Background: an optimization exercise with open tools, aiming at small area, a short achievable clock period and few clock cycles per item. Do not read the settings as production practice. Where RTL was checked, it was by simulation tests only, not by an equivalence proof against the original. For runs 2 and 3, only the layout was checked, not whether the RTL still works. No activity file was given, so power comes from the tool's default toggle rates.

--- config.mk ---
export PLATFORM = sky130hd
export DESIGN_NAME = adf4350_plan
export DESIGN_NICKNAME = adf4350_plan
export VERILOG_FILES = /design/flow/design.v
export SDC_FILE = /design/flow/constraint.sdc
export NUM_CORES = 4
export LEC_CHECK = 0
export CAP_MARGIN = 20
export CORE_MARGIN = 2
export CORE_UTILIZATION = 40
export SLEW_MARGIN = 20
--- run.sh ---
#!/bin/bash
# synth_recipe.tcl (not shown) runs the flow's synth.tcl, then flattens the netlist and writes it again
# the make line also repeats each setting of config.mk as NAME=value (left out here)
make -C /OpenROAD-flow-scripts/flow DESIGN_CONFIG=/design/flow/config.mk WORK_HOME=/design/flow/orfs CLKGATE_MAP_FILE= SYNTH_SCRIPT=/design/flow/synth_recipe.tcl finish
--- design.v ---
module adf4350_plan (
    input  wire        clk,
    input  wire        rst,           
    input  wire        in_valid,
    output wire        in_ready,
    input  wire [31:0] in_f,          
    input  wire [15:0] in_ref,        
    output wire        out_valid,
    input  wire        out_ready,
    output reg  [2:0]  out_div,
    output reg  [22:0] out_int,
    output reg  [22:0] out_frac,
    output reg  [22:0] out_mod
);
    localparam [1:0] ST_IDLE     = 2'd0;
    localparam [1:0] ST_DIV_INT  = 2'd1;    
    localparam [1:0] ST_DIV_FRAC = 2'd2;    
    localparam [1:0] ST_DONE     = 2'd3;    
    reg [1:0]  state;
    reg [15:0] ref_mhz;
    reg [31:0] dv_quo;
    reg [25:0] dv_rem;
    reg [25:0] dv_den;
    reg [5:0]  dv_cnt;
    assign in_ready  = (state == ST_IDLE);
    assign out_valid = (state == ST_DONE);
    reg [2:0] div_sel;
    always @(*) begin
        if      (in_f < 32'd68750)   div_sel = 3'd6;
        else if (in_f < 32'd137500)  div_sel = 3'd5;
        else if (in_f < 32'd275000)  div_sel = 3'd4;
        else if (in_f < 32'd550000)  div_sel = 3'd3;
        else if (in_f < 32'd1100000) div_sel = 3'd2;
        else if (in_f < 32'd2200000) div_sel = 3'd1;
        else                         div_sel = 3'd0;
    end
    wire [26:0] dv_trial = {1'b0, dv_rem, dv_quo[31]} - {1'b0, dv_den};
    wire        dv_ge    = !dv_trial[26];
    always @(posedge clk) begin
        if (rst) begin
            state <= ST_IDLE;
        end else begin
            case (state)
                ST_IDLE: begin
                    if (in_valid) begin
                        ref_mhz <= in_ref;
                        out_div <= div_sel;
                        dv_quo  <= in_f << div_sel;      
                        dv_rem  <= 26'd0;
                        dv_den  <= in_ref * 26'd1000;    
                        dv_cnt  <= 6'd0;
                        state   <= ST_DIV_INT;
                    end
                end
                ST_DIV_INT, ST_DIV_FRAC: begin
                    if (dv_cnt != 6'd32) begin
                        dv_rem <= dv_ge ? dv_trial[25:0] : {dv_rem[24:0], dv_quo[31]};
                        dv_quo <= {dv_quo[30:0], dv_ge};
                        dv_cnt <= dv_cnt + 6'd1;
                    end else if (state == ST_DIV_INT) begin
                        out_int <= dv_quo[22:0];
                        dv_quo  <= {6'd0, dv_rem} + 32'd5;
                        dv_rem  <= 26'd0;
                        dv_den  <= 26'd10;
                        dv_cnt  <= 6'd0;
                        state   <= ST_DIV_FRAC;
                    end else begin
                        out_frac <= dv_quo[22:0];
                        out_mod  <= ref_mhz * 23'd100;
                        state    <= ST_DONE;
                    end
                end
                ST_DONE: begin
                    if (out_ready)
                        state <= ST_IDLE;
                end
                default: state <= ST_IDLE;
            endcase
        end
    end
endmodule
--- constraint.sdc ---
create_clock -name core_clock -period 7.0 [get_ports {clk}]
set_input_delay 1.4000 -clock core_clock [delete_from_list [all_inputs] [get_ports {clk}]]
set_output_delay 1.4000 -clock core_clock [all_outputs]
set_load 0.01 [all_outputs]
==> metrics.cfg, run 1 <==
[route]
drt_pass1_iterations = 7
drc = 0
viasPerCell = 5.233
drt_iter0_drc = 562
antenna_left = 0
vias = 9891
wire_per_inst_um = 15.77
wl_um = 29800

[yosys]
ys_types = 70
async_flop_share_pct = 0
syn_avg_cell_area_um2 = 10.37
synthFlopType = edfxtp_1
ys_seq_area_share_pct = 38.56
synth_area_um2 = 13650
yosysWarnings = 1
synth_enable_flop_cells = 174
synth-seq-cells = 176
synth_cells = 1317

[global_routing]
grt_pass1_wl_um = 50170
gr-total-overflow = 0
grt_pass1_vias = 10022
grt_start_max_net_pins = 67
grt_busiest_layer = met2
use_met3_pct = 2.552
use_met2_pct = 28.55
antenna_found_initial = 0
use_met1_pct = 24.23
grt_usage_pct = 17.35

[die]
fp.dieH_um = 188.8
pin_count = 126
die-area_um2 = 35630
rows = 67
fp.dieW_um = 188.8
coreArea_um2 = 33530
initial_core_util_pct = 40.72

[setup_path]
crit_cells = 17
end_kind = register
crit_buf_inv = 3
cpLargestDelayFamily = adder cells
ff2ff_path_depth = 14
cp_slowest_stage_delay_ps = 590
cp-start-kind = input pin
critPathRequiredTime_ps = 7180
worst-path-max-fanout = 5
cp.arrival_ps = 6120
crit_chain = clkdlybuf4s50_1, inv_1, fa_1, fa_1, fa_1, fa_1, inv_1, ha_1, a21o_1, a21oi_1, o21a_1, o22ai_1, a21oi_1, a21oi_1, a31oi_1, xor2_1, nor2_1
path_class = in2reg
crit_top_cell = fa_1
slowest_stage = fa_1

[sta]
worst_pin_slew_ps = 991.3
drv_slew = 0
rsz0062_at_grt = no
clock.fmax_ghz = 0.1682
final-setup-viol-count = 0
hold_ws_ps = 483.9
min_period_ps = 5944
relSlewSlack_pct = 33.75
period_share_pct = 84.92
fin_skew_ps = 15.33
finalSetupTns_ps = 0
hold_viol = 0

[clock_network]
cts_buffer_depth = 2
htreeDepth = 4
cts_tree = built
cts_hold_buf = 0
post_cts_buffers = 0
clock_latency_ps = 450
path_clk_slew_ps = 80
cts_buffers = 17
cts_resized = 0
cts_root_buf = clkbuf_16
clock-sinks = 176

[power]
ir_drop_mv = 0.2210
p_leak_nw = 6.724
p_per_area_nw_per_um2 = 308.7

[placement]
dp_hpwl_um = 23170
finalWeightedCongestion = 0.8625
port_buffers = 123

[worst_hold_path]
hold_class = reg2reg
holdPathStages = 0

[layout]
final_util_pct = 47.61
fin_nets = 1684
num_antenna_cells = 0
drive_gt1_share_pct = 5.340
synthToLayoutAreaGrowth_pct = 16.94

[flow_run]
max_cap_violations = 0

[status]
status = no timing/DRC/antenna violations

Yosys cell counts, types with 6 or more instances:
library cell  instances  area, µm²
inv_1               184      690.7
edfxtp_1            174       5225
ha_1                138       1727
nor2_1              101      379.1
nand2_1              81      304.0
a21oi_1              65      325.3
fa_1                 65       1301
mux2i_1              49      490.5
o21ai_0              47      235.2
xnor2_1              43      376.6
xor2_1               34      297.8
nor3_1               29      145.1
nand3_1              28      140.1
clkbuf_1             27      101.4
nand4_1              17      106.4
o211ai_1             17      127.6
and3_1               15      93.84
a21o_1               14      105.1
a22o_1               10      87.58
nand2b_1              9      56.30
o21a_1                9      67.56
or2_2                 8      50.05
or3_1                 8      50.05
a22oi_1               7      52.55
nor2b_1               7      43.79
o21ai_1               7      35.03
o31ai_1               7      52.55
a31oi_1               6      37.54
buf_4                 6      45.04
mux2_2                6      67.56
nor3b_1               6      45.04
state kept, by name (all words and copies together) (netlist names):
register,flops
out_frac,23
ref_mhz,16
out_mod,21
out_int,23
dv_quo,32
dv_den,24
dv_rem,26
dv_cnt,6
out_div,3
state,2
placed cells by master, fill, tap and decap left out, drive strengths merged, types with 10 or more instances in the layout:
cell type      Yosys  routed
inv              185     191
edfxtp           174     174
ha               138     138
clkdlybuf4s50      0     123
nor2             101     101
nand2             81      81
fa                65      65
a21oi             65      65
o21ai             54      54
mux2i             49      49
xnor2             43      43
xor2              34      34
nor3              30      30
nand3             28      28
clkbuf            27      18
nand4             17      17
o211ai            17      17
and3              15      15
a21o              14      14
buf               16      12
a22o              10      10
cells by family (layout without fill, tap and decap cells):
group | count (synthesis) | after routing | synth area share (%)
simple gates | 332 | 332 | 11.72
fa+ha+maj | 203 | 203 | 22.18
mux | 55 | 55 | 4.087
xor+xnor | 77 | 77 | 4.940
compound gates | 245 | 245 | 11.92
buf+inv | 228 | 352 | 6.561
flops | 176 | 176 | 38.56
other cells | 1 | 2 | 0.02747
routing by layer:
| metal | wire, µm | part of all wire, % | vias up |
|---|---|---|---|
| met4 | 291 | 0.98 | 0 |
| met1 | 14430 | 48 | 4801 |
| met5 | 0 | 0 | - |
| met3 | 1146 | 3.8 | 22 |
| met2 | 13930 | 47 | 185 |
| li1 | - | - | 4883 |
layout make-up:
| class | instances | area, µm² |
|---|---|---|
| clock buffer | 18 | 429.2 |
| clock inverter | 14 | 166.4 |
| fill | 3143 | 17570 |
| inverter | 185 | 694.4 |
| multi-input combinational | 914 | 7528 |
| sequential | 176 | 5265 |
| tap | 448 | 560.5 |
| timing repair buffer | 135 | 1321 |
through the flow:
| step | total power, W | instances | area, µm² | setup WS, ps |
|---|---|---|---|---|
| finish | 0.004929 | 1890 | 15970 | 1056 |
| CTS | 0.004967 | 1890 | 15970 | 1074 |
| global route | 0.005368 | 1890 | 15970 | 747.6 |
| floorplan | 0.003456 | 1318 | 13660 | 1547 |
| global placement | 0.003941 | 1858 | 15370 | 650.4 |
| detailed placement | 0.003980 | 1858 | 15370 | 623.2 |
power by group:
group	switching, W	internal, W	total (W)
registers	0.0000968	0.00141	0.00151
clock network	0.000481	0.000482	0.000963
logic	0.00139	0.00106	0.00246
total	0.00197	0.00296	0.00493
worst reg2reg max path, delay by kind of cell (launching register included):
kind	cells	cell delay (ps)
AND/OR/NAND/NOR	2	690
AO/OA/AOI/OAI	5	1040
buffers and inverters	2	90
adder cells (fa/ha/maj)	4	1430
flip-flops	1	450
XOR/XNOR	1	80
worst paths after layout:
check	start	endpoint	slack, ps
min reg2reg	dv_quo[3]	out_int[3]	480
min	dv_quo[3]	out_int[3]	480
max	in_ref[7]	dv_den[24]	1060
max reg2reg	ref_mhz[4]	out_mod[21]	3010
Testbench counts, summed over its fixed seeds: cycles 108,800, items 1,600.
==> run 2: changes to the inputs <==
==> design.v (replaced) <==
module adf4350_plan (
    input  wire        clk,
    input  wire        rst,           
    input  wire        in_valid,
    output wire        in_ready,
    input  wire [31:0] in_f,          
    input  wire [15:0] in_ref,        
    output wire        out_valid,
    input  wire        out_ready,
    output wire [2:0]  out_div,
    output wire [22:0] out_int,
    output wire [22:0] out_frac,
    output wire [22:0] out_mod
);
    reg        prep;
    reg        busy;
    reg        done;
    reg [4:0]  cnt;         
    reg [2:0]  div_r;
    reg [22:0] q_r;         
    reg [3:0]  r10;         
    reg [22:0] rem;         
    reg [20:0] mod_q;       
    wire accept = in_valid & in_ready;
    assign in_ready  = ~prep & ~busy & (~done | out_ready);
    assign out_valid = done;
    wire [31:0] f = {rem[8:0], q_r};
    reg [2:0] div_sel;
    always @(*) begin
        if      (f < 32'd68750)   div_sel = 3'd6;
        else if (f < 32'd137500)  div_sel = 3'd5;
        else if (f < 32'd275000)  div_sel = 3'd4;
        else if (f < 32'd550000)  div_sel = 3'd3;
        else if (f < 32'd1100000) div_sel = 3'd2;
        else if (f < 32'd2200000) div_sel = 3'd1;
        else                      div_sel = 3'd0;
    end
    wire [5:0]  top_q = rem[8:0] / 4'd10;
    wire [3:0]  top_r = rem[8:0] % 4'd10;
    wire [15:0] ref_r = mod_q[15:0];
    wire [20:0] mod25 = ({5'd0, ref_r} << 4) + ({5'd0, ref_r} << 3) + {5'd0, ref_r};
    wire        n_bit = q_r[22] & (cnt >= {2'b00, div_r});
    wire [4:0]  t10   = {r10, n_bit};
    wire        b_bit = (t10 >= 5'd10);
    wire [3:0]  r10_n = b_bit ? (t10 - 5'd10) : t10[3:0];
    wire [23:0] rs    = {rem, b_bit};
    wire [24:0] trial = {1'b0, rs} - {2'b00, mod_q, 2'b00};
    wire        ge    = ~trial[24];
    wire [22:0] rem_n = ge ? trial[22:0] : rs[22:0];
    assign out_div  = div_r;
    assign out_int  = q_r;
    assign out_frac = rem + {22'd0, (r10 >= 4'd5)};
    assign out_mod  = {mod_q, 2'b00};
    always @(posedge clk) begin
        if (rst) begin
            prep <= 1'b0;
            busy <= 1'b0;
            done <= 1'b0;
        end else if (accept) begin
            prep <= 1'b1;
            done <= 1'b0;
        end else if (prep) begin
            prep <= 1'b0;
            busy <= 1'b1;
        end else if (busy) begin
            if (cnt == 5'd0) begin
                busy <= 1'b0;
                done <= 1'b1;
            end
        end else if (out_ready) begin
            done <= 1'b0;
        end
        if (accept) begin
            q_r   <= in_f[22:0];
            rem   <= {14'd0, in_f[31:23]};
            mod_q <= {5'd0, in_ref};
        end else if (prep) begin
            div_r <= div_sel;
            cnt   <= 5'd22 + {2'b00, div_sel};
            r10   <= top_r;
            rem   <= {17'd0, top_q};
            mod_q <= mod25;
        end else if (busy) begin
            cnt <= cnt - 5'd1;
            q_r <= {q_r[21:0], ge};
            r10 <= r10_n;
            rem <= rem_n;
        end
    end
endmodule
--- a/config.mk
+++ b/config.mk
@@ -6,6 +6,8 @@
 export NUM_CORES = 4
 export LEC_CHECK = 0
+export ABC_CLOCK_PERIOD_IN_PS = 3200
 export CAP_MARGIN = 20
 export CORE_MARGIN = 2
 export CORE_UTILIZATION = 40
+export SETUP_SLACK_MARGIN = 3.8
 export SLEW_MARGIN = 20
==> metrics.cfg, run 2 <==
[status]
status = no timing/DRC/antenna violations  ; unchanged

[yosys]
synthTopCellsByArea = edfxtp_1 24%, ha_1 8.8%, nand2_1 6.4%  ; was edfxtp_1 38%, ha_1 13%, fa_1 9.5%
ys_types = 86  ; was 70
synth_cells = 901  ; was 1317
syn_avg_cell_area_um2 = 8.386  ; was 10.37 µm²
muxShareOfSynthArea_pct = 0.8114  ; was 4.087%
synth-seq-cells = 82  ; was 176
synth_area_um2 = 7556  ; was 13650 µm²
synth_fa_ha_area_share_pct = 12.77  ; was 22.18%
yosysMostFrequentCell = nand2_1  ; was inv_1
synth-simple-area-share_pct = 22.64  ; was 11.72%
async_flop_share_pct = 0  ; unchanged
synthFlopType = edfxtp_1  ; unchanged
yosys.area_share.xor_xnor_pct = 5.928  ; was 4.940%
synth_top_family_by_area = simple AND/OR/NAND/NOR gates  ; was adder cells
synth_compound_area_share_pct = 20.35  ; was 11.92%
synth_top_area_share_pct = 23.85  ; was 38.27%
ys_seq_area_share_pct = 29.67  ; was 38.56%
synth_enable_flop_cells = 60  ; was 174
yosysTopAreaCell = edfxtp_1  ; unchanged
yosysWarnings = 1  ; unchanged
synthTopCellsByCount = 129 x nand2_1, 60 x edfxtp_1, 58 x nor2_1  ; was 184 x inv_1, 174 x edfxtp_1, 138 x ha_1

[placement]
dp_hpwl_um = 15170  ; was 23170 µm
pre_cts_slack_ps = 2643  ; was 623.2 ps
placed_area_um2 = 8895  ; was 15370 µm²
finalWeightedCongestion = 0.8443  ; was 0.8625
port_buffers = 123  ; unchanged

[sta]
min_period_ps = 3605  ; was 5944 ps
rsz0062_at_grt = yes  ; was no
finalSetupTns_ps = 0  ; unchanged
final-setup-viol-count = 0  ; unchanged
relSlewSlack_pct = 48.66  ; was 33.75%
drv_slew = 0  ; unchanged
hold_viol = 0  ; unchanged
fin_skew_ps = 6.968  ; was 15.33 ps
worst_pin_slew_ps = 768.4  ; was 991.3 ps
setup_slack_ps = 3395  ; was 1056 ps
period_share_pct = 51.49  ; was 84.92%
clock.fmax_ghz = 0.2774  ; was 0.1682 GHz
hold_ws_ps = 517.9  ; was 483.9 ps

[flow_run]
max_cap_violations = 0  ; unchanged

[route]
antenna_left = 0  ; unchanged
viasPerCell = 5.575  ; was 5.233
drt_iter0_drc = 663  ; was 562
drt_pass1_iterations = 5  ; was 7
vias = 7270  ; was 9891
drc = 0  ; unchanged
wire_per_inst_um = 17.32  ; was 15.77 µm
wl_um = 22580  ; was 29800 µm

[worst_hold_path]
hold_class = reg2reg  ; unchanged
holdPathStages = 2  ; was 0

[die]
pin_count = 126  ; unchanged
initial_core_util_pct = 40.53  ; was 40.72%
fp.dieW_um = 141.4  ; was 188.8 µm
coreArea_um2 = 18640  ; was 33530 µm²
fp.dieH_um = 141.4  ; was 188.8 µm
die-area_um2 = 20010  ; was 35630 µm²
rows = 50  ; was 67

[setup_path]
cp.arrival_ps = 2200  ; was 6120 ps
ff2ff_path_depth = 15  ; was 14
worst-path-max-fanout = 4  ; was 5
path_class = reg2out  ; was in2reg
critPathRequiredTime_ps = 5600  ; was 7180 ps
end_kind = primary output  ; was register
cp-start-kind = register  ; was input pin

[global_routing]
gr-total-overflow = 0  ; unchanged
grt_pass1_wl_um = 35070  ; was 50170 µm
grt_pass1_vias = 6709  ; was 10.02k
grt_usage_pct = 21.96  ; was 17.35%
antenna_found_initial = 0  ; unchanged
grt_start_max_net_pins = 46  ; was 67

[clock_network]
cts_buffers = 9  ; was 17
cts_root_buf = clkbuf_16  ; unchanged
cts_buffer_depth = 2  ; unchanged
clock_latency_ps = 350  ; was 450 ps
cts_hold_buf = 0  ; unchanged
clock-sinks = 82  ; was 176
cts_tree = built  ; unchanged
path_clk_slew_ps = 70  ; was 80 ps
htreeDepth = 3  ; was 4

[layout]
fin_nets = 1185  ; was 1684
fillers = 1774  ; was 3143
drive_gt1_share_pct = 23.36  ; was 5.340%
num_antenna_cells = 0  ; unchanged
layout_common_cells = 121 x nand2_1, 98 x clkdlybuf4s50_1, 77 x buf_4  ; was 184 x inv_1, 174 x edfxtp_1, 137 x ha_1
stdcell_area_um2 = 10340  ; was 15970 µm²
reg_top3 = q_r (23), rem (23), mod_q (21)  ; was dv_quo (32), dv_rem (26), dv_den (24)
synthToLayoutAreaGrowth_pct = 36.91  ; was 16.94%
layout_commonest_cell = nand2_1  ; was inv_1

[power]
ir_drop_mv = 0.3845  ; was 0.2210 mV
p_per_area_nw_per_um2 = 423.1  ; was 308.7 nW/µm²
p_leak_nw = 4.309  ; was 6.724 nW
p_total_w = 0.004377  ; was 0.004929 W

run 2: layer usage:
metal	up-vias	GRT usage, %	wire (µm)
met4	0	6.053	294
met2	254	33.93	10190
met3	21	3.274	1477
met5	-	0	0
li1	3577	-	-
met1	3418	32.08	10620
run 2: cells by family (layout without fill, tap and decap cells):
kind of cell | after synthesis | after routing
muxes | 6 | 6
AOI/OAI and AO/OA | 221 | 221
and+or+nand+nor | 353 | 353
other | 1 | 2
buffers and inverters | 120 | 288
DFF | 82 | 82
adders and majority gates | 69 | 69
xor gates and xnor gates | 49 | 49
run 2: final timing paths:
path	to	from	slack, ps
setup / recovery	out_frac[12]	r10[0]	3400
hold reg to reg	rem[10]	rem[10]	520
setup reg to reg	r10[1]	rem[4]	3430
hold / removal	rem[10]	rem[10]	520
run 2: worst max-delay path: stages (launching register included):
cell and delay (ps):
edfxtp_1 430, buf_6 150, ha_4 140, o21ai_2 130
nand2_2 80, ha_4 190, ha_4 200, buf_6 120
and3_4 130, xor2_1 130, buf_2 150
run 2: what timing repair did:
| action | in CTS | in global routing |
|---|---|---|
| gates resized for setup | 163 | 63 |
| endpoints found under the setup margin | 109 | 49 |
| buffers inserted | 61 | 32 |
| pin swaps | 43 | 59 |
run 2: final cells by class:
class,instances,area [µm²],area share [%]
inverters,51,197.7,1.911
clock inverters,5,32.53,0.3145
multi-input cells,700,5354,51.75
clock buffers,10,229.0,2.213
well taps,234,292.8,2.830
repair buffers,222,1989,19.23
flip-flops and latches,82,2250,21.75
run 2: metrics by stage:
stage          utilization (%)  instances
2_1_floorplan                -        902
3_3_place_gp             47.71       1196
3_5_place_dp             47.71       1196
4_1_cts                  52.88       1272
5_1_grt                  55.49       1304
6_report                 55.49       1304
run 2: power breakdown:
| part | switching [W] | internal (W) |
|---|---|---|
| Sequential | 0.000154 | 0.000681 |
| Combinational | 0.00159 | 0.00152 |
| Clock | 0.000198 | 0.000237 |
| Total | 0.00194 | 0.00243 |
==> run 3: changes to the inputs <==
--- a/config.mk
+++ b/config.mk
@@ -6,8 +6,6 @@
 export NUM_CORES = 4
 export LEC_CHECK = 0
-export ABC_CLOCK_PERIOD_IN_PS = 3200
 export CAP_MARGIN = 20
 export CORE_MARGIN = 2
 export CORE_UTILIZATION = 40
-export SETUP_SLACK_MARGIN = 3.8
 export SLEW_MARGIN = 20
==> metrics.cfg, run 3 <==
[die]
pin_count = 126  ; unchanged
fp.dieH_um = 141.4  ; unchanged
fp.dieW_um = 141.4  ; unchanged
die-area_um2 = 20010  ; unchanged
initial_core_util_pct = 40.53  ; unchanged
rows = 50  ; unchanged
coreArea_um2 = 18640  ; unchanged

[route]
wire_per_inst_um = 17.32  ; about the same
vias = 6831  ; was 7270
wl_um = 20990  ; was 22580 µm
drt_iter0_drc = 405  ; was 663
antenna_left = 0  ; unchanged
drt_pass1_iterations = 5  ; unchanged
drc = 0  ; unchanged
viasPerCell = 5.636  ; was 5.575

[layout]
fillers = 1868  ; was 1774
fin_nets = 1092  ; was 1185
layout_common_cells = 129 x nand2_1, 123 x clkdlybuf4s50_1, 60 x edfxtp_1  ; was 121 x nand2_1, 98 x clkdlybuf4s50_1, 77 x buf_4
reg_top3 = q_r (23), rem (23), mod_q (21)  ; unchanged
multi_input_area_um2 = 4733  ; was 5354 µm²
num_antenna_cells = 0  ; unchanged
synthToLayoutAreaGrowth_pct = 19.92  ; was 36.91%
drive_gt1_share_pct = 4.703  ; was 23.36%
layout_commonest_cell = nand2_1  ; unchanged
final_util_pct = 48.60  ; was 55.49%
ff_latch_area_um2 = 2242  ; was 2250 µm²

[worst_hold_path]
holdPathStages = 2  ; unchanged
hold_class = reg2reg  ; unchanged

[sta]
hold_viol = 0  ; unchanged
relSlewSlack_pct = 42.34  ; was 48.66%
rsz0062_at_grt = no  ; was yes
hold_ws_ps = 540.1  ; was 517.9 ps
min_period_ps = 4941  ; was 3605 ps
worst_pin_slew_ps = 863.7  ; was 768.4 ps
period_share_pct = 70.59  ; was 51.49%
final-setup-viol-count = 0  ; unchanged
clock.fmax_ghz = 0.2024  ; was 0.2774 GHz
fin_skew_ps = 13.32  ; was 6.968 ps
drv_slew = 0  ; unchanged
setup_slack_ps = 2059  ; was 3395 ps
finalSetupTns_ps = 0  ; unchanged

[yosys]
synth_compound_area_share_pct = 20.35  ; unchanged
muxShareOfSynthArea_pct = 0.8114  ; unchanged
yosys.area_share.xor_xnor_pct = 5.928  ; unchanged
synthTopCellsByArea = edfxtp_1 24%, ha_1 8.8%, nand2_1 6.4%  ; unchanged
synth-simple-area-share_pct = 22.64  ; unchanged
synth_area_um2 = 7556  ; unchanged
synth_enable_flop_cells = 60  ; unchanged
synth_cells = 901  ; unchanged
synth-seq-cells = 82  ; unchanged
ys_seq_area_share_pct = 29.67  ; unchanged
ys_types = 86  ; unchanged
synth_top_area_share_pct = 23.85  ; unchanged
synthTopCellsByCount = 129 x nand2_1, 60 x edfxtp_1, 58 x nor2_1  ; unchanged
synthFlopType = edfxtp_1  ; unchanged
syn_avg_cell_area_um2 = 8.386  ; unchanged
yosysMostFrequentCell = nand2_1  ; unchanged
yosysWarnings = 1  ; unchanged
synth_fa_ha_area_share_pct = 12.77  ; unchanged
async_flop_share_pct = 0  ; unchanged
synth_top_family_by_area = simple AND/OR/NAND/NOR gates  ; unchanged
yosysTopAreaCell = edfxtp_1  ; unchanged

[flow_run]
max_cap_violations = 0  ; unchanged

[setup_path]
crit_buf_inv = 1  ; was 3
critPathRequiredTime_ps = 5600  ; about the same
crit_chain = and3_1, and3_1, and3_1, nand3_1, nor2_1, nand2_1, xnor2_1, clkdlybuf4s50_1  ; was buf_6, ha_4, o21ai_2, nand2_2, ha_4, ha_4, buf_6, and3_4, xor2_1, buf_2
end_kind = primary output  ; unchanged
cpLargestDelayFamily = simple AND/OR/NAND/NOR gates  ; was adder cells
crit_top_cell = and3_1  ; was ha_4
cp-start-kind = register  ; unchanged
ff2ff_path_depth = 11  ; was 15
slowest_stage = edfxtp_1  ; unchanged
path_class = reg2out  ; unchanged
cp.arrival_ps = 3540  ; was 2200 ps
cp_slowest_stage_delay_ps = 890  ; was 430 ps
worst-path-max-fanout = 22  ; was 4
crit_cells = 8  ; was 10

[clock_network]
cts_hold_buf = 0  ; unchanged
cts_resized = 0  ; was 163
htreeDepth = 3  ; unchanged
post_cts_buffers = 0  ; was 61
cts_buffer_depth = 2  ; unchanged
cts_root_buf = clkbuf_16  ; unchanged
cts_tree = built  ; unchanged
cts_buffers = 9  ; unchanged
clock_latency_ps = 350  ; about the same
path_clk_slew_ps = 60  ; was 70 ps
clock-sinks = 82  ; unchanged

[power]
p_per_area_nw_per_um2 = 423.2  ; was 423.1 nW/µm²
ir_drop_mv = 0.2425  ; was 0.3845 mV
p_total_w = 0.003835  ; was 0.004377 W
p_leak_nw = 3.639  ; was 4.309 nW

[global_routing]
grt_start_max_net_pins = 47  ; was 46
grt_pass1_wl_um = 33820  ; was 35070 µm
grt_usage_pct = 21.04  ; was 21.96%
gr-total-overflow = 0  ; unchanged
grt_pass1_vias = 6454  ; was 6709
antenna_found_initial = 0  ; unchanged

[placement]
finalWeightedCongestion = 0.8324  ; was 0.8443
pre_cts_slack_ps = 2016  ; was 2643 ps
port_buffers = 123  ; unchanged
dp_hpwl_um = 15510  ; was 15170 µm

[status]
status = no timing/DRC/antenna violations  ; unchanged

[run 3: cells by family (layout without fill, tap and decap cells)]
logic type | count (synthesis) | count (layout)
simple gates | 353 | 353
compound gates | 221 | 221
buf+inv | 120 | 196
flops | 82 | 82
fa+ha+maj | 69 | 69
xor+xnor | 49 | 49
mux | 6 | 6
other cells | 1 | 2
[run 3: worst register-to-register path, cell delays in order, from the launching register on]
cell,delay [ps]
dfxtp_1,860
clkinv_1,150
buf_4,260
nand2_1,420
a21oi_1,190
nand2_1,110
buf_4,440
inv_2,490
nor2_1,200
buf_4,270
clkinv_1,690
o311ai_0,590
[run 3: final cells by class]
cell class | instances | area share [%]
clock inverter | 3 | 0.2486
inverter | 51 | 2.113
clock buffer | 13 | 3.342
tap | 234 | 3.231
multi-input combinational | 700 | 52.24
timing repair buffer | 129 | 14.08
sequential | 82 | 24.74
[run 3: path summary, 6_finish.rpt]
path                from      endpoint  slack (ps)
setup / recovery  rem[4]  out_frac[21]        2060
hold / removal      done          done         540
setup reg to reg    prep        rem[8]        2110
hold reg to reg     done          done         540
[run 3: metrics by stage]
| stage | instances | cell area (µm²) |
|---|---|---|
| 5_1_grt | 1212 | 9061 |
| 4_1_cts | 1212 | 9061 |
| 3_5_place_dp | 1196 | 8736 |
| 6_report | 1212 | 9061 |
| 3_3_place_gp | 1196 | 8736 |
| 2_1_floorplan | 902 | 7560 |
[run 3: power breakdown]
group / total, W / switching, W / internal (W)
Clock: 0.000509 / 0.000204 / 0.000305
Combinational: 0.00242 / 0.00130 / 0.00112
Sequential: 0.000903 / 0.000222 / 0.000681
Total: 0.00383 / 0.00173 / 0.00211
[run 3: routing by layer]
metal | vias to the layer above | track usage, % | share of wire [%]
met5 | - | 0 | 0
met4 | 0 | 5.579 | 1.3
met3 | 22 | 3.915 | 6.2
met2 | 197 | 34.06 | 45
met1 | 3218 | 29.01 | 47
li1 | 3394 | - | -
==> run 4: changes to the inputs <==
--- a/design.v
+++ b/design.v
@@ -13,5 +13,4 @@
     output wire [22:0] out_mod
 );
-    reg        prep;
     reg        busy;
     reg        done;
@@ -23,21 +22,19 @@
     reg [20:0] mod_q;       
     wire accept = in_valid & in_ready;
-    assign in_ready  = ~prep & ~busy & (~done | out_ready);
+    assign in_ready  = ~busy & (~done | out_ready);
     assign out_valid = done;
-    wire [31:0] f = {rem[8:0], q_r};
     reg [2:0] div_sel;
     always @(*) begin
-        if      (f < 32'd68750)   div_sel = 3'd6;
-        else if (f < 32'd137500)  div_sel = 3'd5;
-        else if (f < 32'd275000)  div_sel = 3'd4;
-        else if (f < 32'd550000)  div_sel = 3'd3;
-        else if (f < 32'd1100000) div_sel = 3'd2;
-        else if (f < 32'd2200000) div_sel = 3'd1;
-        else                      div_sel = 3'd0;
+        if      (in_f < 32'd68750)   div_sel = 3'd6;
+        else if (in_f < 32'd137500)  div_sel = 3'd5;
+        else if (in_f < 32'd275000)  div_sel = 3'd4;
+        else if (in_f < 32'd550000)  div_sel = 3'd3;
+        else if (in_f < 32'd1100000) div_sel = 3'd2;
+        else if (in_f < 32'd2200000) div_sel = 3'd1;
+        else                         div_sel = 3'd0;
     end
-    wire [5:0]  top_q = rem[8:0] / 4'd10;
-    wire [3:0]  top_r = rem[8:0] % 4'd10;
-    wire [15:0] ref_r = mod_q[15:0];
-    wire [20:0] mod25 = ({5'd0, ref_r} << 4) + ({5'd0, ref_r} << 3) + {5'd0, ref_r};
+    wire [8:0] top9 = (div_sel == 3'd0) ? in_f[31:23] : 9'd0;
+    wire [5:0] top_q = top9 / 4'd10;
+    wire [3:0] top_r = top9 % 4'd10;
     wire        n_bit = q_r[22] & (cnt >= {2'b00, div_r});
     wire [4:0]  t10   = {r10, n_bit};
@@ -54,13 +51,9 @@
     always @(posedge clk) begin
         if (rst) begin
-            prep <= 1'b0;
             busy <= 1'b0;
             done <= 1'b0;
         end else if (accept) begin
-            prep <= 1'b1;
+            busy <= 1'b1;
             done <= 1'b0;
-        end else if (prep) begin
-            prep <= 1'b0;
-            busy <= 1'b1;
         end else if (busy) begin
             if (cnt == 5'd0) begin
@@ -72,13 +65,10 @@
         end
         if (accept) begin
-            q_r   <= in_f[22:0];
-            rem   <= {14'd0, in_f[31:23]};
-            mod_q <= {5'd0, in_ref};
-        end else if (prep) begin
             div_r <= div_sel;
             cnt   <= 5'd22 + {2'b00, div_sel};
+            q_r   <= in_f[22:0];
             r10   <= top_r;
             rem   <= {17'd0, top_q};
-            mod_q <= mod25;
+            mod_q <= in_ref * 5'd25;
         end else if (busy) begin
             cnt <= cnt - 5'd1;
==> metrics.cfg, run 4 <==
[status]
status = no timing/DRC/antenna violations  ; unchanged

[setup_path]
crit_top_cell = ha_1  ; was and3_1
crit_buf_inv = 3  ; was 1
cpLargestDelayFamily = compound AO/OA/AOI/OAI gates  ; was simple AND/OR/NAND/NOR gates
path_class = in2reg  ; was reg2out
worst-path-max-fanout = 5  ; was 22
cp-start-kind = input pin  ; was register
rr_startpoint = rem[3]  ; was prep
r2r_setup_slack_ps = 3620  ; was 2110 ps
critPathRequiredTime_ps = 7150  ; was 5600 ps
slowest_stage = clkdlybuf4s50_1  ; was edfxtp_1
cp.arrival_ps = 5370  ; was 3540 ps
end_kind = register  ; was primary output
startpoint = in_ref[4]  ; was rem[4]
crit_chain = clkdlybuf4s50_1, ha_1, ha_1, inv_1, fa_1, inv_1, ha_1, nand2_1, o21ai_0, o41ai_1, o21ai_0, nor4_1, nor4_1, o21a_1, o21a_1, o311ai_0  ; was and3_1, and3_1, and3_1, nand3_1, nor2_1, nand2_1, xnor2_1, clkdlybuf4s50_1
cp_slowest_stage_delay_ps = 520  ; was 890 ps

[sta]
period_share_pct = 74.54  ; was 70.59%
hold_viol = 0  ; unchanged
finalSetupTns_ps = 0  ; unchanged
min_period_ps = 5218  ; was 4941 ps
rsz0062_at_grt = no  ; unchanged
clock.fmax_ghz = 0.1917  ; was 0.2024 GHz
worst_pin_slew_ps = 950.4  ; was 863.7 ps
fin_skew_ps = 7.897  ; was 13.32 ps
final-setup-viol-count = 0  ; unchanged
drv_slew = 0  ; unchanged
setup_slack_ps = 1782  ; was 2059 ps
relSlewSlack_pct = 36.42  ; was 42.34%

[global_routing]
grt_start_max_net_pins = 49  ; was 47
gr-total-overflow = 0  ; unchanged
antenna_found_initial = 0  ; unchanged
grt_pass1_wl_um = 29400  ; was 33820 µm
grt_pass1_vias = 5935  ; was 6454
grt_usage_pct = 18.23  ; was 21.04%

[power]
p_sw_w = 0.001057  ; was 0.001730 W
intPower_w = 0.001676  ; was 0.002105 W
switching_share_pct = 38.68  ; was 45.11%
p_per_area_nw_per_um2 = 300.6  ; was 423.2 nW/µm²
combPwrFrac_pct = 51.2  ; was 63.2%
seqPwrFrac_pct = 29.5  ; was 23.6%
p_leak_nw = 3.995  ; was 3.639 nW
ir_drop_mv = 0.1881  ; was 0.2425 mV
clock_power_share_pct = 19.3  ; was 13.3%

[clock_network]
cts_hold_buf = 0  ; unchanged
path_clk_slew_ps = 60  ; about the same
clock_latency_ps = 350  ; about the same
cts_buffers = 9  ; unchanged
htreeDepth = 3  ; unchanged
clock-sinks = 81  ; was 82
cts_tree = built  ; unchanged
post_cts_buffers = 0  ; unchanged
cts_root_buf = clkbuf_16  ; unchanged
cts_buffer_depth = 2  ; unchanged
cts_resized = 0  ; unchanged

[layout]
layout_common_cells = 132 x nand2_1, 123 x clkdlybuf4s50_1, 96 x inv_1  ; was 129 x nand2_1, 123 x clkdlybuf4s50_1, 60 x edfxtp_1
num_antenna_cells = 0  ; unchanged
stdcell_area_um2 = 9091  ; was 9061 µm²
reg_top3 = q_r (23), rem (23), mod_q (21)  ; unchanged
synthToLayoutAreaGrowth_pct = 23.47  ; was 19.92%
drive_gt1_share_pct = 4.948  ; was 4.703%
layout_commonest_cell = nand2_1  ; unchanged
fin_nets = 1113  ; was 1092

[die]
die-area_um2 = 19510  ; was 20010 µm²
fp.dieH_um = 139.7  ; was 141.4 µm
rows = 49  ; was 50
pin_count = 126  ; unchanged
initial_core_util_pct = 40.85  ; was 40.53%
coreArea_um2 = 18020  ; was 18640 µm²
fp.dieW_um = 139.7  ; was 141.4 µm

[route]
drc = 0  ; unchanged
drt_iter0_drc = 283  ; was 405
drt_pass1_iterations = 4  ; was 5
wire_per_inst_um = 14.37  ; was 17.32 µm
viasPerCell = 5.166  ; was 5.636
antenna_left = 0  ; unchanged
wl_um = 17230  ; was 20990 µm
vias = 6194  ; was 6831

[yosys]
syn_avg_cell_area_um2 = 8.582  ; was 8.386 µm²
synthTopCellsByArea = edfxtp_1 25%, ha_1 14%, nand2_1 6.8%  ; was edfxtp_1 24%, ha_1 8.8%, nand2_1 6.4%
yosysMostFrequentCell = nand2_1  ; unchanged
synth-seq-cells = 81  ; was 82
synth_cells = 858  ; was 901
synth_top_area_share_pct = 25.28  ; was 23.85%
yosysWarnings = 1  ; unchanged
ys_seq_area_share_pct = 30.45  ; was 29.67%
async_flop_share_pct = 0  ; unchanged
synthFlopType = edfxtp_1  ; unchanged
synthTopCellsByCount = 133 x nand2_1, 96 x inv_1, 84 x ha_1  ; was 129 x nand2_1, 60 x edfxtp_1, 58 x nor2_1
synth_enable_flop_cells = 62  ; was 60
yosysTopAreaCell = edfxtp_1  ; unchanged
synth_area_um2 = 7363  ; was 7556 µm²
ys_types = 74  ; was 86

[placement]
dp_hpwl_um = 13250  ; was 15510 µm
port_buffers = 123  ; unchanged
pre_cts_slack_ps = 1497  ; was 2016 ps
finalWeightedCongestion = 0.7770  ; was 0.8324
placed_area_um2 = 8763  ; was 8736 µm²

[worst_hold_path]
min_from = done  ; unchanged
hold_class = reg2reg  ; unchanged

[flow_run]
max_cap_violations = 0  ; unchanged

run 4: logic make-up (layout without fill, tap and decap cells):
group	Yosys count	after routing	share of synthesized area [%]
xor gates and xnor gates	54	54	6.423
buffers and inverters	130	241	7.137
DFF	81	81	30.45
muxes	14	14	2.005
and+or+nand+nor	312	312	20.20
other	1	2	0.05093
adders and majority gates	97	97	17.67
AOI/OAI and AO/OA	169	169	16.06
run 4: final timing paths:
| path | endpoint | depth (start not counted) |
|---|---|---|
| max | mod_q[19] | 16 |
| min | done | 2 |
| max reg2reg | rem[5] | 11 |
| min reg2reg | done | 2 |
run 4: cell type report:
class                           count  area (µm²)
Timing Repair Buffer              128        1269
Fill cell                        1744        8934
Sequential cell                    81        2242
Clock buffer                        9       225.2
Inverter                           97       364.1
Clock inverter                      7       102.6
Tap cell                          229       286.5
Multi-Input combinational cell    648        4602
run 4: worst register-to-register path: cells and delay by family (launching register included):
family / cells / cell delay (ps)
AND/OR/NAND/NOR: 2 / 290
AO/OA/AOI/OAI: 7 / 1640
adder cells (fa/ha/maj): 1 / 370
flip-flops: 1 / 500
buffers and inverters: 1 / 330
run 4: layer usage:
| layer | track usage, % | wire (µm) |
|---|---|---|
| met5 | 0 | 0 |
| met3 | 3.716 | 744 |
| met2 | 27.84 | 7556 |
| met4 | 5.158 | 282 |
| met1 | 26.19 | 8641 |
run 4: power groups by stage:
stage | Combinational [W] | Clock [W] | Sequential, W
2_1_floorplan | 0.000983 | 0 | 0.000789
3_3_place_gp | 0.00140 | 0 | 0.000815
3_5_place_dp | 0.00141 | 0 | 0.000818
4_1_cts | 0.00141 | 0.000540 | 0.000808
5_1_grt | 0.00158 | 0.000556 | 0.000828
6_report | 0.00140 | 0.000527 | 0.000806
run 4: per-stage QoR:
stage / power, W / utilization (%) / hold slack, ps / instances
floorplan: 0.001772 / - / 500.3 / 859
global placement: 0.002218 / 48.62 / 491.6 / 1183
detailed placement: 0.002224 / 48.62 / 500.3 / 1183
CTS: 0.002762 / 50.44 / 509.4 / 1199
global route: 0.002967 / 50.44 / 519.9 / 1199
finish: 0.002733 / 50.44 / 506.8 / 1199
Testbench counts of run 4, summed over its fixed seeds: cycles 40,675, items 1,600.
==> run 5: changes to the inputs <==
==> design.v (replaced) <==
module adf4350_plan (
    input  wire        clk,
    input  wire        rst,           
    input  wire        in_valid,
    output wire        in_ready,
    input  wire [31:0] in_f,          
    input  wire [15:0] in_ref,        
    output wire        out_valid,
    input  wire        out_ready,
    output wire [2:0]  out_div,
    output wire [22:0] out_int,
    output wire [22:0] out_frac,
    output wire [22:0] out_mod
);
    reg        busy;
    reg        done;
    reg [3:0]  cnt;         
    reg [2:0]  div_r;
    reg [23:0] q_r;         
    reg        c_r;         
    reg [2:0]  r5;
    reg [22:0] rem;         
    reg [20:0] mod_q;       
    wire accept = in_valid & in_ready;
    assign in_ready  = ~busy & (~done | out_ready);
    assign out_valid = done;
    reg [2:0] div_sel;
    always @(*) begin
        if      (in_f < 32'd68750)   div_sel = 3'd6;
        else if (in_f < 32'd137500)  div_sel = 3'd5;
        else if (in_f < 32'd275000)  div_sel = 3'd4;
        else if (in_f < 32'd550000)  div_sel = 3'd3;
        else if (in_f < 32'd1100000) div_sel = 3'd2;
        else if (in_f < 32'd2200000) div_sel = 3'd1;
        else                         div_sel = 3'd0;
    end
    wire [5:0]  top_d5 = in_f[31:24] / 3'd5;
    wire [2:0]  top_r5 = in_f[31:24] % 3'd5;
    wire [23:0] f_sh   = div_sel[0] ? {in_f[22:0], 1'b0} : in_f[23:0];
    wire [20:0] mod25  = ({5'd0, in_ref} << 4) + ({5'd0, in_ref} << 3) + {5'd0, in_ref};
    wire        zero_in = (cnt < {2'b00, div_r[2:1]});
    wire        n1 = q_r[23] & ~zero_in;
    wire        n2 = q_r[22] & ~zero_in;
    wire [3:0]  t1  = {r5, n1};                  
    wire        c1  = (t1 >= 4'd5);
    wire [2:0]  r51 = c1 ? (t1 - 4'd5) : t1[2:0];
    wire [23:0] rs1 = {rem, c_r};
    wire [24:0] tr1 = {1'b0, rs1} - {2'b00, mod_q, 2'b00};
    wire        ge1 = ~tr1[24];
    wire [22:0] rm1 = ge1 ? tr1[22:0] : rs1[22:0];
    wire [3:0]  t2  = {r51, n2};
    wire        c2  = (t2 >= 4'd5);
    wire [2:0]  r52 = c2 ? (t2 - 4'd5) : t2[2:0];
    wire [23:0] rs2 = {rm1, c1};
    wire [24:0] tr2 = {1'b0, rs2} - {2'b00, mod_q, 2'b00};
    wire        ge2 = ~tr2[24];
    wire [22:0] rm2 = ge2 ? tr2[22:0] : rs2[22:0];
    assign out_div  = div_r;
    assign out_int  = q_r[22:0];
    assign out_frac = rem + {22'd0, c_r};
    assign out_mod  = {mod_q, 2'b00};
    always @(posedge clk) begin
        if (rst) begin
            busy <= 1'b0;
            done <= 1'b0;
        end else if (accept) begin
            busy <= 1'b1;
            done <= 1'b0;
        end else if (busy) begin
            if (cnt == 4'd0) begin
                busy <= 1'b0;
                done <= 1'b1;
            end
        end else if (out_ready) begin
            done <= 1'b0;
        end
        if (accept) begin
            div_r <= div_sel;
            cnt   <= 4'd11 + {2'b00, div_sel[2:1]};
            q_r   <= f_sh;
            c_r   <= top_d5[0];
            r5    <= top_r5;
            rem   <= {18'd0, top_d5[5:1]};
            mod_q <= mod25;
        end else if (busy) begin
            cnt <= cnt - 4'd1;
            q_r <= {q_r[21:0], ge1, ge2};
            c_r <= c2;
            r5  <= r52;
            rem <= rm2;
        end
    end
endmodule
--- a/config.mk
+++ b/config.mk
@@ -6,6 +6,8 @@
 export NUM_CORES = 4
 export LEC_CHECK = 0
+export ABC_CLOCK_PERIOD_IN_PS = 3400
 export CAP_MARGIN = 20
 export CORE_MARGIN = 2
 export CORE_UTILIZATION = 40
+export SETUP_SLACK_MARGIN = 3.6
 export SLEW_MARGIN = 20
==> metrics.cfg, run 5 <==
[sta]
setup_slack_ps = 1984  ; was 1782 ps
worst_pin_slew_ps = 686.0  ; was 950.4 ps
rsz0062_at_grt = yes  ; was no
min_period_ps = 5016  ; was 5218 ps
relSlewSlack_pct = 54.22  ; was 36.42%
period_share_pct = 71.66  ; was 74.54%
final-setup-viol-count = 0  ; unchanged
drv_slew = 0  ; unchanged
finalSetupTns_ps = 0  ; unchanged
fin_skew_ps = 10.54  ; was 7.897 ps
hold_viol = 0  ; unchanged
clock.fmax_ghz = 0.1994  ; was 0.1917 GHz

[setup_path]
slowest_stage = a2111oi_4  ; was clkdlybuf4s50_1
critPathRequiredTime_ps = 7200  ; was 7150 ps
rr_startpoint = rem[1]  ; was rem[3]
worst-path-max-fanout = 6  ; was 5
cp-start-kind = register  ; was input pin
path_class = reg2reg  ; was in2reg
ff2ff_path_depth = 22  ; was 11
r2r_setup_slack_ps = 1980  ; was 3620 ps
end_kind = register  ; unchanged
cp.arrival_ps = 5220  ; was 5370 ps
r2r_end = rem[3]  ; was rem[5]
crit_chain = inv_1, ha_2, inv_2, fa_2, a211oi_2, nor2_2, o2111ai_2, a211oi_2, o21ai_2, and2_4, buf_6, mux2_4, ha_4, a21o_1, a2111oi_4, buf_4, a31oi_4, a2111oi_4, o21ai_4, buf_8, mux2_4, a21oi_2  ; was clkdlybuf4s50_1, ha_1, ha_1, inv_1, fa_1, inv_1, ha_1, nand2_1, o21ai_0, o41ai_1, o21ai_0, nor4_1, nor4_1, o21a_1, o21a_1, o311ai_0
cp_slowest_stage_delay_ps = 440  ; was 520 ps

[layout]
fin_nets = 1265  ; was 1113
layout_commonest_cell = nand2_1  ; unchanged
largest_reg_flops = 24
fillers = 1802  ; was 1744
reg_top3 = q_r (24), rem (23), mod_q (21)  ; was q_r (23), rem (23), mod_q (21)
num_antenna_cells = 0  ; unchanged
synthToLayoutAreaGrowth_pct = 39.48  ; was 23.47%
regMostFlops = q_r
layout_common_cells = 91 x nand2_1, 73 x buf_4, 68 x clkdlybuf4s50_1  ; was 132 x nand2_1, 123 x clkdlybuf4s50_1, 96 x inv_1
final_util_pct = 56.55  ; was 50.44%
stdcell_area_um2 = 11370  ; was 9091 µm²
drive_gt1_share_pct = 26.18  ; was 4.948%

[yosys]
yosysWarnings = 1  ; unchanged
synth_area_um2 = 8150  ; was 7363 µm²
synth_cells = 940  ; was 858
synthTopCellsByCount = 97 x nand2_1, 76 x ha_1, 67 x o21ai_0  ; was 133 x nand2_1, 96 x inv_1, 84 x ha_1
synthFlopType = edfxtp_1  ; unchanged
muxShareOfSynthArea_pct = 6.970  ; was 2.005%
synth_top_family_by_area = compound AO/OA/AOI/OAI gates  ; was simple AND/OR/NAND/NOR gates
async_flop_share_pct = 0  ; unchanged
synth-simple-area-share_pct = 16.32  ; was 20.20%
syn_avg_cell_area_um2 = 8.671  ; was 8.582 µm²
ys_types = 68  ; was 74
synth-seq-cells = 81  ; unchanged
synthTopCellsByArea = edfxtp_1 22%, ha_1 12%, mux2i_1 5.0%  ; was edfxtp_1 25%, ha_1 14%, nand2_1 6.8%
synth_compound_area_share_pct = 19.74  ; was 16.06%
synth_fa_ha_area_share_pct = 15.47  ; was 17.67%
synth_enable_flop_cells = 61  ; was 62
ys_seq_area_share_pct = 27.39  ; was 30.45%
yosys.area_share.xor_xnor_pct = 7.415  ; was 6.423%
synth_top_area_share_pct = 22.47  ; was 25.28%
yosysMostFrequentCell = nand2_1  ; unchanged
yosysTopAreaCell = edfxtp_1  ; unchanged

[die]
initial_core_util_pct = 40.54  ; was 40.85%
fp.dieW_um = 146.7  ; was 139.7 µm
rows = 52  ; was 49
fp.dieH_um = 146.7  ; was 139.7 µm
pin_count = 126  ; unchanged
die-area_um2 = 21530  ; was 19510 µm²
coreArea_um2 = 20100  ; was 18020 µm²

[global_routing]
grt_start_max_net_pins = 67  ; was 49
grt_pass1_wl_um = 37580  ; was 29400 µm
gr-total-overflow = 0  ; unchanged
grt_pass1_vias = 7365  ; was 5935
grt_usage_pct = 21.59  ; was 18.23%
antenna_found_initial = 0  ; unchanged

[worst_hold_path]
min_from = done  ; unchanged
holdPathEnd = done  ; unchanged
holdPathStages = 2  ; unchanged
hold_class = reg2reg  ; unchanged

[route]
viasPerCell = 5.439  ; was 5.166
vias = 7598  ; was 6194
drt_pass1_iterations = 4  ; unchanged
drt_iter0_drc = 395  ; was 283
antenna_left = 0  ; unchanged
drc = 0  ; unchanged
wl_um = 23670  ; was 17230 µm
wire_per_inst_um = 16.94  ; was 14.37 µm

[clock_network]
cts_hold_buf = 0  ; unchanged
cts_buffers = 9  ; unchanged
htreeDepth = 3  ; unchanged
cts_tree = built  ; unchanged
path_clk_slew_ps = 60  ; about the same
clock_latency_ps = 350  ; about the same
cts_root_buf = clkbuf_16  ; unchanged
clock-sinks = 81  ; unchanged
cts_buffer_depth = 2  ; unchanged

[placement]
finalWeightedCongestion = 0.9047  ; was 0.7770
pre_cts_slack_ps = 1014  ; was 1497 ps
placed_area_um2 = 9736  ; was 8763 µm²
dp_hpwl_um = 16780  ; was 13250 µm
port_buffers = 123  ; unchanged

[flow_run]
max_cap_violations = 0  ; unchanged

[status]
status = no timing/DRC/antenna violations  ; unchanged

[power]
ir_drop_mv = 0.2054  ; was 0.1881 mV
p_per_area_nw_per_um2 = 418.5  ; was 300.6 nW/µm²
p_leak_nw = 4.754  ; was 3.995 nW

[run 5: changes by cell type after synthesis, moves of 9 or more]
cell      change
xnor2_1      +10
a21oi_1      +12
o21a_1        +9
nand2_1      -36
inv_1        -37
o211ai_1     -11
o21ai_0      +41
mux2i_1      +33
buf_4        +25
a211oi_1      +9
[run 5: cell type report]
class | instances | area, µm² | area share, %
multi-input cells | 747 | 6187 | 54.42
flip-flops and latches | 81 | 2232 | 19.63
repair buffers | 223 | 2095 | 18.42
well taps | 270 | 337.8 | 2.972
clock buffers | 13 | 250.2 | 2.201
clock inverters | 3 | 25.02 | 0.2201
inverters | 60 | 241.5 | 2.124
[run 5: critical path, delay by kind of cell, from the launching register on]
| family | cells | cell delay (ps) |
|---|---|---|
| compound gates | 10 | 2090 |
| fa+ha+maj | 3 | 810 |
| mux | 2 | 610 |
| buf+inv | 5 | 600 |
| flops | 1 | 390 |
| simple gates | 2 | 340 |
[run 5: per-layer routing]
layer / up-vias / global-route usage [%] / share of wire (%)
met5: - / 0 / 0
met4: 0 / 5.922 / 1.7
met3: 31 / 4.379 / 4.8
met2: 170 / 35.63 / 48
met1: 3620 / 28.88 / 46
li1: 3777 / - / -
[run 5: power breakdown]
| part | internal (W) | switching [W] |
|---|---|---|
| combinational | 0.00179 | 0.00171 |
| sequential | 0.000669 | 0.000128 |
| clock | 0.000253 | 0.000203 |
| total | 0.00272 | 0.00204 |
[run 5: worst max-delay path by stage]
stage | from | to | slack, ps | cells past startpoint
6_report | rem[1] | rem[3] | 1980 | 22
5_1_grt | rem[1] | rem[3] | 1750 | 22
4_1_cts | rem[1] | rem[6] | 2000 | 22
3_5_place_dp | rem[1] | rem[3] | 1010 | 21
3_3_place_gp | rem[1] | rem[3] | 1160 | 21
2_1_floorplan | rem[1] | rem[2] | 2230 | 23
[run 5: repair_timing]
item / 4_1_cts / 5_1_grt
setup endpoints to repair: 149 / 115
setup buffers: 65 / 24
pin swaps: 54 / 55
resized for setup: 239 / 101
cloned: 4 / 1
[run 5: per-stage QoR]
| stage | cells | hold WS [ps] | total power (W) |
|---|---|---|---|
| detailed placement | 1287 | 537.0 | 0.003563 |
| global placement | 1287 | 524.7 | 0.003547 |
| global route | 1397 | 593.0 | 0.005088 |
| finish | 1397 | 542.2 | 0.004757 |
| CTS | 1372 | 549.0 | 0.004457 |
| floorplan | 941 | 498.3 | 0.002916 |
[run 5: cell families (layout without fill, tap and decap cells)]
kind of cell / after synthesis / in the layout
and+or+nand+nor: 280 / 281
AOI/OAI and AO/OA: 248 / 248
buffers and inverters: 114 / 299
adders and majority gates: 92 / 92
DFF: 81 / 81
xor gates and xnor gates: 69 / 69
muxes: 55 / 55
other: 1 / 2
Testbench counts of run 5, summed over its fixed seeds: cycles 21,748, items 1,600.
==> run 6: changes to the inputs <==
--- a/config.mk
+++ b/config.mk
@@ -6,8 +6,8 @@
 export NUM_CORES = 4
 export LEC_CHECK = 0
-export ABC_CLOCK_PERIOD_IN_PS = 3400
+export ABC_CLOCK_PERIOD_IN_PS = 4000
 export CAP_MARGIN = 20
 export CORE_MARGIN = 2
 export CORE_UTILIZATION = 40
-export SETUP_SLACK_MARGIN = 3.6
+export SETUP_SLACK_MARGIN = 3.0
 export SLEW_MARGIN = 20
==> metrics.cfg, run 6 <==
[layout]
num_antenna_cells = 0  ; unchanged
drive_gt1_share_pct = 20.56  ; was 26.18%
layout_commonest_cell = nand2_1  ; unchanged
fin_cells = 1369  ; was 1397
fillers = 1843  ; was 1802
stdcell_area_um2 = 11050  ; was 11370 µm²
synthToLayoutAreaGrowth_pct = 35.54  ; was 39.48%
reg_top3 = q_r (24), rem (23), mod_q (21)  ; unchanged
regMostFlops = q_r  ; unchanged
fin_nets = 1237  ; was 1265
largest_reg_flops = 24  ; unchanged
final_util_pct = 54.95  ; was 56.55%
layout_common_cells = 95 x nand2_1, 93 x clkdlybuf4s50_1, 64 x buf_4  ; was 91 x nand2_1, 73 x buf_4, 68 x clkdlybuf4s50_1

[die]
coreArea_um2 = 20100  ; unchanged
rows = 52  ; unchanged
pin_count = 126  ; unchanged
fp.dieW_um = 146.7  ; unchanged
die-area_um2 = 21530  ; unchanged
initial_core_util_pct = 40.54  ; unchanged
fp.dieH_um = 146.7  ; unchanged

[sta]
min_period_ps = 4916  ; was 5016 ps
clock.fmax_ghz = 0.2034  ; was 0.1994 GHz
period_share_pct = 70.22  ; was 71.66%
rsz0062_at_grt = yes  ; unchanged
fin_skew_ps = 9.029  ; was 10.54 ps
finalSetupTns_ps = 0  ; unchanged
final-setup-viol-count = 0  ; unchanged
relSlewSlack_pct = 38.62  ; was 54.22%
hold_viol = 0  ; unchanged
worst_pin_slew_ps = 917.3  ; was 686.0 ps
drv_slew = 0  ; unchanged

[global_routing]
grt_pass1_wl_um = 36920  ; was 37580 µm
antenna_found_initial = 0  ; unchanged
gr-total-overflow = 0  ; unchanged
grt_start_max_net_pins = 66  ; was 67
grt_usage_pct = 21.23  ; was 21.59%
grt_pass1_vias = 7216  ; was 7365

[setup_path]
cp-endpoint = rem[6]  ; was rem[3]
crit_top_cell = o21ai_4
r2r_setup_slack_ps = 2080  ; was 1980 ps
cp-start-kind = register  ; unchanged
worst-path-max-fanout = 8  ; was 6
path_class = reg2reg  ; unchanged
crit_cells = 22  ; unchanged
r2r_end = rem[6]  ; was rem[3]
cp_slowest_stage_delay_ps = 440  ; about the same
slowest_stage = a2111oi_4  ; unchanged
startpoint = rem[1]  ; unchanged
rr_startpoint = rem[1]  ; unchanged
crit_buf_inv = 4  ; was 5
crit_chain = inv_1, ha_2, inv_2, fa_2, a211oi_4, nor2_2, o2111ai_2, a211oi_2, o21ai_2, and2_4, buf_12, mux2_2, ha_1, o21a_1, o21ai_4, o2bb2ai_2, a31oi_4, a2111oi_4, o21ai_4, buf_6, a21boi_0, o32ai_1  ; was inv_1, ha_2, inv_2, fa_2, a211oi_2, nor2_2, o2111ai_2, a211oi_2, o21ai_2, and2_4, buf_6, mux2_4, ha_4, a21o_1, a2111oi_4, buf_4, a31oi_4, a2111oi_4, o21ai_4, buf_8, mux2_4, a21oi_2
cpLargestDelayFamily = compound AO/OA/AOI/OAI gates  ; unchanged
critPathRequiredTime_ps = 7240  ; was 7200 ps
ff2ff_path_depth = 22  ; unchanged
cp.arrival_ps = 5150  ; was 5220 ps
end_kind = register  ; unchanged

[worst_hold_path]
hold_class = reg2reg  ; unchanged
min_from = rem[12]  ; was done

[yosys]
async_flop_share_pct = 0  ; unchanged
yosysWarnings = 1  ; unchanged
synthFlopType = edfxtp_1  ; unchanged
ys_seq_area_share_pct = 27.39  ; unchanged
yosysMostFrequentCell = nand2_1  ; unchanged
synthTopCellsByCount = 97 x nand2_1, 76 x ha_1, 67 x o21ai_0  ; unchanged
synthTopCellsByArea = edfxtp_1 22%, ha_1 12%, mux2i_1 5.0%  ; unchanged
synth_enable_flop_cells = 61  ; unchanged
synth_top_area_share_pct = 22.47  ; unchanged
syn_avg_cell_area_um2 = 8.671  ; unchanged
synth-seq-cells = 81  ; unchanged
synth_cells = 940  ; unchanged
synth_area_um2 = 8150  ; unchanged
ys_types = 68  ; unchanged
yosysTopAreaCell = edfxtp_1  ; unchanged

[power]
p_leak_nw = 4.617  ; was 4.754 nW
ir_drop_mv = 0.1769  ; was 0.2054 mV
p_per_area_nw_per_um2 = 428.8  ; was 418.5 nW/µm²

[clock_network]
clock-sinks = 81  ; unchanged
clock_latency_ps = 350  ; about the same
cts_tree = built  ; unchanged
htreeDepth = 3  ; unchanged
path_clk_slew_ps = 70  ; was 60 ps
cts_root_buf = clkbuf_16  ; unchanged
cts_buffer_depth = 2  ; unchanged
cts_hold_buf = 0  ; unchanged
cts_buffers = 9  ; unchanged

[placement]
finalWeightedCongestion = 0.9199  ; was 0.9047
dp_hpwl_um = 17050  ; was 16780 µm
placed_area_um2 = 9696  ; was 9736 µm²
port_buffers = 123  ; unchanged
dp.cells = 1286  ; was 1287

[route]
wire_per_inst_um = 16.89  ; was 16.94 µm
drc = 0  ; unchanged
wl_um = 23130  ; was 23670 µm
drt_pass1_iterations = 5  ; was 4
viasPerCell = 5.419  ; was 5.439
drt_iter0_drc = 366  ; was 395
antenna_left = 0  ; unchanged
vias = 7418  ; was 7598

[flow_run]
max_cap_violations = 0  ; unchanged

[status]
status = no timing/DRC/antenna violations  ; unchanged

[run 6: changes by cell type in the layout (fill, tap and decap cells not counted), moves of 5 or more]
cell / change
clkdlybuf4s15_2: -5
buf_2: -14
clkbuf_2: -7
o21ai_1: -5
buf_4: -9
dlymetal6s2s_1: +7
clkdlybuf4s50_1: +25
o21ai_0: +5
buf_6: -11
[run 6: area by class of cell]
cell class	count	area (µm²)	share of cell area [%]
Clock buffer	11	242.7	2.197
Clock inverter	5	63.81	0.5776
Inverter	60	225.2	2.039
Multi-Input combinational cell	746	6073	54.98
Sequential cell	81	2235	20.23
Tap cell	270	337.8	3.058
Timing Repair Buffer	196	1869	16.92
[run 6: worst min-delay path by stage]
stage	end	slack, ps	depth (start not counted)
floorplan	rem[7]	500	2
CTS	rem[14]	540	2
global placement	done	520	2
detailed placement	done	530	2
global route	rem[12]	530	2
finish	rem[12]	510	2
[run 6: layer usage]
layer / vias to the layer above / global-route usage (%) / share of wire [%]
met3: 30 / 4.410 / 4.7
li1: 3722 / - / -
met2: 155 / 34.72 / 47
met5: - / 0 / 0
met4: 0 / 5.922 / 1.9
met1: 3511 / 28.54 / 47
[run 6: cell families after synthesis]
logic type	after synthesis	synth area share (%)
AND/OR/NAND/NOR	280	16.32
buffers and inverters	114	6.647
multiplexers	55	6.970
AO/OA/AOI/OAI	248	19.74
other	1	0.04601
flip-flops	81	27.39
XOR/XNOR	69	7.415
adder cells (fa/ha/maj)	92	15.47
[run 6: worst reg2reg max path, delay by kind of cell (launching register included)]
family                   cells  cell delay, ps
AO/OA/AOI/OAI               12            2420
adder cells (fa/ha/maj)      3             850
buffers and inverters        4             460
flip-flops                   1             400
multiplexers                 1             360
AND/OR/NAND/NOR              2             320
[run 6: report_power, final]
group          internal, W  leakage [nW]  switching [W]
Combinational      0.00174          3.70        0.00170
Clock             0.000290         0.152       0.000210
Sequential        0.000670         0.764       0.000126
Total              0.00270          4.62        0.00204
[run 6: repair_timing]
item | 4_1_cts | 5_1_grt
setup endpoints to repair | 68 | 61
pin swaps | 40 | 45
buffers inserted | 54 | 13
gates resized for setup | 137 | 67
[run 6: through the flow]
step,total power [W],hold slack (ps),worst slack (ps)
after floorplan,0.002908,498.3,2227
after global placement,0.003566,521.3,1178
after detailed placement,0.003575,528.6,1000
after CTS,0.004526,541.8,2033
after global routing,0.005058,530.1,1893
final,0.004737,511.3,2084
==> run 7: changes to the inputs <==
==> flow/run.sh (new file) <==
#!/bin/bash
set -euo pipefail
export BUFFER_PORTS_ARGS="-buffer_cell sky130_fd_sc_hd__buf_2"
bash standard.sh > orfs_make.log 2>&1
==> standard.sh (new file) <==
#!/bin/bash
# synth_recipe.tcl (not shown) runs the flow's synth.tcl, then flattens the netlist and writes it again
# the make line also repeats each setting of config.mk as NAME=value (left out here)
make -C /OpenROAD-flow-scripts/flow DESIGN_CONFIG=/design/flow/config.mk WORK_HOME=/design/flow/orfs CLKGATE_MAP_FILE= SYNTH_SCRIPT=/design/flow/synth_recipe.tcl "${@:-finish}"
removed: run.sh
==> metrics.cfg, run 7 <==
[power]
intPower_w = 0.002612  ; was 0.002699 W
clock_power_share_pct = 10.1  ; was 10.5%
p_leak_nw = 4.429  ; was 4.617 nW
ir_drop_mv = 0.1982  ; was 0.1769 mV

[layout]
layout_common_cells = 118 x buf_2, 95 x nand2_1, 61 x edfxtp_1  ; was 95 x nand2_1, 93 x clkdlybuf4s50_1, 64 x buf_4
fin_nets = 1223  ; was 1237
reg_top3 = q_r (24), rem (23), mod_q (21)  ; unchanged
ff_latch_area_um2 = 2233  ; was 2235 µm²
fillers = 1899  ; was 1843
final_util_pct = 51.18  ; was 54.95%

[clock_network]
clock-sinks = 81  ; unchanged
cts_buffer_depth = 2  ; unchanged
htreeDepth = 3  ; unchanged
cts_buffers = 9  ; unchanged
cts_root_buf = clkbuf_16  ; unchanged

[status]
status = no timing/DRC/antenna violations  ; unchanged

[global_routing]
use_met2_pct = 33.08  ; was 34.72%
grt_pass1_wl_um = 36370  ; was 36920 µm
grt_start_max_net_pins = 67  ; was 66

[yosys]
synth_area_um2 = 8150  ; unchanged
synthFlopType = edfxtp_1  ; unchanged
synth_top_family_by_area = compound AO/OA/AOI/OAI gates  ; unchanged
yosysMostFrequentCell = nand2_1  ; unchanged
synth_compound_area_share_pct = 19.74  ; unchanged
ys_types = 68  ; unchanged
synth_enable_flop_cells = 61  ; unchanged
synthTopCellsByArea = edfxtp_1 22%, ha_1 12%, mux2i_1 5.0%  ; unchanged
yosysWarnings = 1  ; unchanged
async_flop_share_pct = 0  ; unchanged

[setup_path]
crit_chain = inv_2, ha_1, a21o_1, a21o_1, a211oi_1, inv_1, o21ai_2, and2_4, buf_6, mux2_4, ha_4, nor2b_4, o31ai_4, a211o_1, a31oi_4, a2111oi_4, buf_4, o21ai_4, and4b_1, a221o_1  ; was inv_1, ha_2, inv_2, fa_2, a211oi_4, nor2_2, o2111ai_2, a211oi_2, o21ai_2, and2_4, buf_12, mux2_2, ha_1, o21a_1, o21ai_4, o2bb2ai_2, a31oi_4, a2111oi_4, o21ai_4, buf_6, a21boi_0, o32ai_1
critPathRequiredTime_ps = 7240  ; about the same
worst-path-max-fanout = 6  ; was 8
slowest_stage = a2111oi_4  ; unchanged
path_class = reg2reg  ; unchanged

[placement]
dp_hpwl_um = 16920  ; was 17050 µm
finalWeightedCongestion = 0.9009  ; was 0.9199
port_buffers = 123  ; unchanged

[worst_hold_path]
hold_class = reg2reg  ; unchanged

[sta]
rsz0062_at_grt = yes  ; unchanged
worst_pin_slew_ps = 767.7  ; was 917.3 ps
relSlewSlack_pct = 48.28  ; was 38.62%
drv_slew = 0  ; unchanged
min_period_ps = 4989  ; was 4916 ps

[route]
wire_per_inst_um = 16.92  ; was 16.89 µm
drt_pass1_iterations = 4  ; was 5
drc = 0  ; unchanged
wl_um = 22930  ; was 23130 µm
antenna_left = 0  ; unchanged

[die]
rows = 52  ; unchanged

==> run 7: cell counts after synthesis <==
No cell type changed its count.
==> run 7: final timing paths <==
| check | startpoint | end | slack (ps) | cells after the start |
|---|---|---|---|---|
| setup / recovery | mod_q[17] | rem[15] | 2010 | 20 |
| hold / removal | rem[12] | rem[12] | 510 | 2 |
| setup reg to reg | mod_q[17] | rem[15] | 2010 | 20 |
| hold reg to reg | rem[12] | rem[12] | 510 | 2 |
==> run 7: layout make-up <==
cell class / instances / share of cell area (%)
clock buffers: 13 / 2.529
clock inverters: 3 / 0.2432
inverters: 60 / 2.201
multi-input cells: 748 / 58.48
flip-flops and latches: 81 / 21.71
well taps: 270 / 3.283
repair buffers: 180 / 11.55
==> run 7: worst max-delay path, delay by kind of cell (launching register included) <==
kind,cells,cell delay (ps)
multiplexers,1,310
AO/OA/AOI/OAI,10,2370
AND/OR/NAND/NOR,3,640
flip-flops,1,410
adder cells (fa/ha/maj),2,530
buffers and inverters,4,600
==> run 7: metrics by stage <==
step / setup slack [ps] / total power [W] / hold WS, ps / area (µm²) / cells
6_report: 2011 / 0.004674 / 505.8 / 10290 / 1355
5_1_grt: 1856 / 0.004998 / 543.7 / 10290 / 1355
4_1_cts: 2126 / 0.004469 / 549.1 / 10040 / 1342
3_5_place_dp: 1030 / 0.003458 / 540.8 / 9080 / 1286
3_3_place_gp: 1224 / 0.003437 / 518.4 / 9080 / 1286
2_1_floorplan: 2227 / 0.002908 / 498.3 / 8454 / 941
==> run 7: layer usage <==
layer | vias to the layer above | part of all wire (%)
li1 | 3712 | -
met1 | 3509 | 46
met2 | 165 | 46
met3 | 34 | 5.8
met4 | 0 | 2.1
met5 | - | 0
==> run 7: power by group through the flow <==
| stage | registers (W) | clock network (W) | logic [W] |
|---|---|---|---|
| global placement | 0.000793 | 0 | 0.00264 |
| CTS | 0.000786 | 0.000477 | 0.00321 |
| finish | 0.000787 | 0.000471 | 0.00342 |
| global route | 0.000807 | 0.000494 | 0.00370 |
| floorplan | 0.000767 | 0 | 0.00214 |
| detailed placement | 0.000796 | 0 | 0.00266 |
==> run 7: what timing repair did <==
| item | 4_1_cts | 5_1_grt |
|---|---|---|
| endpoints found under the setup margin | 65 | 64 |
| pin swaps | 33 | 26 |
| resized for setup | 78 | 43 |
| buffers inserted | 37 | 13 |
| gates cloned | 3 | 0 |
==> run 7: kinds of logic (layout without fill, tap and decap cells) <==
family | after synthesis | after routing
AND/OR/NAND/NOR | 280 | 281
AO/OA/AOI/OAI | 248 | 249
buffers and inverters | 114 | 256
adder cells (fa/ha/maj) | 92 | 92
flip-flops | 81 | 81
XOR/XNOR | 69 | 69
multiplexers | 55 | 55
other | 1 | 2

Check on run 7: ideal ports give 2.011 ns setup slack; a clkbuf_16 on the clock port and buf_2 on the inputs give 2.011 ns; moving port delays by the midpoint clock arrival (0.394 ns) as well gives 2.011 ns.
